Source: an optimization exercise on an open RTL-to-GDS flow (aim: small area). Production flows keep margins and buffers that such runs may drop. At most, simulation tests tie the RTL to the original design; equivalence was not proved.

Design led_encoder, start of the top module:
module led_encoder (
    input  wire       clk,
    input  wire       rst,         
    input  wire       wr_en,       
    input  wire [5:0] wr_idx,
    input  wire       wr_gamma,    
    input  wire [7:0] wr_r,
    input  wire [7:0] wr_g,
    input  wire [7:0] wr_b,
    input  wire       update,      
    output wire       ready,       
    output wire       line_en,     
    output wire       line         
);
    localparam integer L = 64;
    wire [7:0] gam_r, gam_g, gam_b;
    gamma_rom_r u_gam_r (.idx(wr_r), .val(gam_r));
    gamma_rom_g u_gam_g (.idx(wr_g), .val(gam_g));
    gamma_rom_b u_gam_b (.idx(wr_b), .val(gam_b));
    wire [23:0] wdata = wr_gamma ? {gam_g, gam_r, gam_b} : {wr_g, wr_r, wr_b};
    reg        in_flight;
    reg  [5:0] phase;       
    reg  [2:0] bit_cnt;     
    reg  [4:0] byte_cnt;    
    reg  [6:0] grp;         
    assign ready   = ~in_flight;
    assign line_en = in_flight;
    wire last_bit  = (bit_cnt == 3'd7);
    wire last_byte = (byte_cnt == 5'd23);
    wire last_grp  = (grp == 7'd66);
    always @(posedge clk) begin
        if (rst) begin
            in_flight <= 1'b0;
            phase     <= 6'd0;
        end else begin
            phase <= phase + 6'd1;
            if (!in_flight) begin
                if (update)
                    in_flight <= 1'b1;
            end else if (last_bit && last_byte && last_grp) begin
                in_flight <= 1'b0;
            end
        end
    end
    always @(posedge clk) begin
        if (!in_flight) begin
            bit_cnt  <= 3'd0;
            byte_cnt <= 5'd0;
            grp      <= 7'd0;
        end else begin
            bit_cnt <= bit_cnt + 3'd1;
            if (last_bit) begin
                if (last_byte) begin
                    byte_cnt <= 5'd0;
                    grp      <= grp + 7'd1;
                end else begin
                    byte_cnt <= byte_cnt + 5'd1;
                end
            end
        end
    end
    reg  [24*L-1:0] rd;        
    reg  [L-1:0]    rf;        
    reg         rst_d;         
    reg         del_v;         
    reg  [5:0]  del_idx;
    reg  [23:0] del_d;
    wire       wr_ok  = wr_en & ~in_flight;
    wire [5:0] wpos   = wr_idx + phase;              
  ...
For scale: roughly 3,400 cells after synthesis, about 38 I/O pins.
==> module led_encoder, before the edit <==
module led_encoder (
    input  wire       clk,
    input  wire       rst,         
    input  wire       wr_en,       
    input  wire [5:0] wr_idx,
    input  wire       wr_gamma,    
    input  wire [7:0] wr_r,
    input  wire [7:0] wr_g,
    input  wire [7:0] wr_b,
    input  wire       update,      
    output wire       ready,       
    output wire       line_en,     
    output wire       line         
);
    localparam integer L = 64;
    wire [7:0] gam_r, gam_g, gam_b;
    gamma_rom_r u_gam_r (.idx(wr_r), .val(gam_r));
    gamma_rom_g u_gam_g (.idx(wr_g), .val(gam_g));
    gamma_rom_b u_gam_b (.idx(wr_b), .val(gam_b));
    wire [23:0] wdata = wr_gamma ? {gam_g, gam_r, gam_b} : {wr_g, wr_r, wr_b};
    reg        in_flight;
    reg  [5:0] phase;       
    reg  [2:0] bit_cnt;     
    reg  [4:0] byte_cnt;    
    reg  [6:0] grp;         
    assign ready   = ~in_flight;
    assign line_en = in_flight;
    wire last_bit  = (bit_cnt == 3'd7);
    wire last_byte = (byte_cnt == 5'd23);
    wire last_grp  = (grp == 7'd66);
    always @(posedge clk) begin
        if (rst) begin
            in_flight <= 1'b0;
            phase     <= 6'd0;
        end else begin
            phase <= phase + 6'd1;
            if (!in_flight) begin
                if (update)
                    in_flight <= 1'b1;
            end else if (last_bit && last_byte && last_grp) begin
                in_flight <= 1'b0;
            end
        end
    end
    always @(posedge clk) begin
        if (!in_flight) begin
            bit_cnt  <= 3'd0;
            byte_cnt <= 5'd0;
            grp      <= 7'd0;
        end else begin
            bit_cnt <= bit_cnt + 3'd1;
            if (last_bit) begin
                if (last_byte) begin
                    byte_cnt <= 5'd0;
                    grp      <= grp + 7'd1;
                end else begin
                    byte_cnt <= byte_cnt + 5'd1;
                end
            end
        end
    end
    reg  [24*L-1:0] rd;        
    reg  [L-1:0]    rf;        
    reg         rst_d;         
    reg         del_v;         
    reg  [5:0]  del_idx;
    reg  [23:0] del_d;
    wire       wr_ok  = wr_en & ~in_flight;
    wire [5:0] wpos   = wr_idx + phase;              
    wire       cur_go = wr_ok & ~wpos[0];
    wire [5:0] dpos   = del_idx + phase;             
    wire       del_go = del_v & ~(wr_ok & (wr_idx == del_idx));
    always @(posedge clk) begin
        rst_d   <= rst;
        del_v   <= wr_ok & wpos[0] & ~rst;
        del_idx <= wr_idx;
        del_d   <= wdata;
    end
    wire [7:0] cdec_hi = cur_go ? (8'd1 << wpos[5:3]) : 8'd0;
    wire [3:0] cdec_lo = 4'd1 << wpos[2:1];
    wire [7:0] ddec_hi = del_go ? (8'd1 << dpos[5:3]) : 8'd0;
    wire [3:0] ddec_lo = 4'd1 << dpos[2:1];
    wire [23:0] wdata_n = ~wdata;
    wire [23:0] del_d_n = ~del_d;
    genvar p;
    generate
        for (p = 0; p < L; p = p + 1) begin : g_ring
            localparam integer N = (p + 1) % L;
            if (p % 2 == 0) begin : g_w
                localparam integer R = p / 2;
                wire selc, seld, keep;
                dec_and  u_dc (.a(cdec_hi[R / 4]), .b(cdec_lo[R % 4]), .y(selc));
                dec_and  u_dd (.a(ddec_hi[R / 4]), .b(ddec_lo[R % 4]), .y(seld));
                dec_nor  u_dk (.a(selc), .b(seld), .y(keep));
                wire [23:0] sc = ((p / 2) % 2 == 0) ? wdata : wdata_n;
                wire [23:0] sd = ((p / 2) % 2 == 0) ? del_d : del_d_n;
                wire [23:0] nxt;
                genvar b;
                for (b = 0; b < 24; b = b + 1) begin : g_bit
                    ring_bit u_st (.q(rd[24*p + b]), .keep(keep), .dc(sc[b]), .selc(selc),
                                   .dd(sd[b]), .seld(seld), .y(nxt[b]));
                end
                always @(posedge clk) begin
                    rd[24*N +: 24] <= nxt;
                    rf[N] <= ~rst & (selc | seld | (rf[p] & ~rst_d));
                end
            end else begin : g_p
                always @(posedge clk) begin
                    rd[24*N +: 24] <= rd[24*p +: 24];
                    rf[N] <= rf[p];
                end
            end
        end
    endgenerate
    reg  [23:0] cur;
    reg         cur_f;
    reg         nxt_f;
    wire [5:0] cap_pos  = grp[5:0] + phase;
    wire       pass_nxt = in_flight & (cap_pos == 6'd0) & byte_cnt[4];
    wire       pass_cur = in_flight & (cap_pos == 6'd1) & (byte_cnt[4:3] == 2'b01);
    always @(posedge clk) begin
        if (pass_nxt) begin
            cur[23:8] <= rd[23:8];
            nxt_f     <= rf[0];
        end
        if (pass_cur)
            cur[7:0] <= rd[7:0];
    end
    always @(posedge clk) begin
        if (rst || !in_flight)
            cur_f <= 1'b0;
        else if (last_bit && last_byte)
            cur_f <= (pass_nxt ? rf[0] : nxt_f) & ~grp[6];    
    end
    wire cur_bit = cur[5'd23 - byte_cnt];
    reg  sym_bit;
    always @(*) begin
        case (bit_cnt)
            3'd0, 3'd1, 3'd2: sym_bit = 1'b1;
            3'd3, 3'd4:       sym_bit = cur_bit;
            default:          sym_bit = 1'b0;
        endcase
    end
    assign line = cur_f & sym_bit;
endmodule
clock: 20.0 ns
lec_check: 0
cap_margin: 20
core_margin: 2
core_utilization: 65
slew_margin: 20
synth_hierarchical: 1
synth_minimum_keep_size: 0
standard.sh (not shown) runs the stock make flow with config.mk's settings and CLKGATE_MAP_FILE= SYNTH_SCRIPT=/design/flow/synth_recipe.tcl, a recipe that flattens the netlist after the stock synthesis.
==> flow/flow/run.sh <==
#!/bin/bash
# The standard layout flow, with clock tree synthesis arguments of its own
# (larger sink clusters, no dummy clock loads) and the smallest buffer on
# the ports.
export CTS_ARGS="-sink_clustering_enable -repair_clock_nets -sink_clustering_size 30 -sink_clustering_max_diameter 60 -dont_use_dummy_load"
export BUFFER_PORTS_ARGS="-buffer_cell sky130_fd_sc_hd__buf_1"
bash standard.sh > standard.log 2>&1
==> next run, changes <==
--- a/flow/design.v
+++ b/flow/design.v
@@ -596,7 +596,6 @@
     end
     reg  [24*L-1:0] rd;        
     reg  [L-1:0]    rf;        
-    reg         rst_d;         
     reg         del_v;         
     reg  [5:0]  del_idx;
     reg  [23:0] del_d;
@@ -606,7 +605,6 @@
     wire [5:0] dpos   = del_idx + phase;             
     wire       del_go = del_v & ~(wr_ok & (wr_idx == del_idx));
     always @(posedge clk) begin
-        rst_d   <= rst;
         del_v   <= wr_ok & wpos[0] & ~rst;
         del_idx <= wr_idx;
         del_d   <= wdata;
@@ -637,12 +635,12 @@
                 end
                 always @(posedge clk) begin
                     rd[24*N +: 24] <= nxt;
-                    rf[N] <= ~rst & (selc | seld | (rf[p] & ~rst_d));
+                    rf[N] <= ~rst & (selc | seld | rf[p]);
                 end
             end else begin : g_p
                 always @(posedge clk) begin
                     rd[24*N +: 24] <= rd[24*p +: 24];
-                    rf[N] <= rf[p];
+                    rf[N] <= ~rst & rf[p];
                 end
             end
         end
Utilization hardly moves.
Count of clock-buffer cells in the layout decreases by 1.
First-iteration DRC count went down by 4.8%.
Non-clock buffer count fell by 13.
Routed wire length drops by 2.5%.
Maximum frequency fell by 5.9%.
Cell count came out higher by 0.42%.
Sequential cell count went down by 1.
Clock skew is higher by 6.6 ps.
Worst setup slack degrades by 580 ps.
For the second run of this note, only the layout was checked, not whether the RTL still works.

[separate check: timing with driven ports]
In the flow no input, the clock included, has a driving cell. The finished layouts below were timed again as built, in two steps.
Step 1: set_driving_cell puts a clkbuf_16 on clk and a buf_2 on each other input, an assumption about the parent block.
Step 2 also shifts input and output timing later by t, the mid clock arrival at the registers, as if the neighbouring blocks saw the same clock.
a / b / c = ideal / step 1 / step 2; a / b = the first two.
| run | shift t [ns] | slack for setup (ns) | latest minus earliest clock arrival (ns) | pins driven straight from the clock port |
|---|---|---|---|---|
| the first run | 0.699 | 10.756 / 10.798 / 10.099 | 0.109 / 0.110 | 1 |
| the second run | 0.690 | 10.173 / 10.216 / 9.526 | 0.118 / 0.117 | 1 |
After both steps every run listed still meets setup and hold. The setup slack of the first run, which loses most, moves by +0.042 ns with the drivers and by -0.657 ns with both steps.
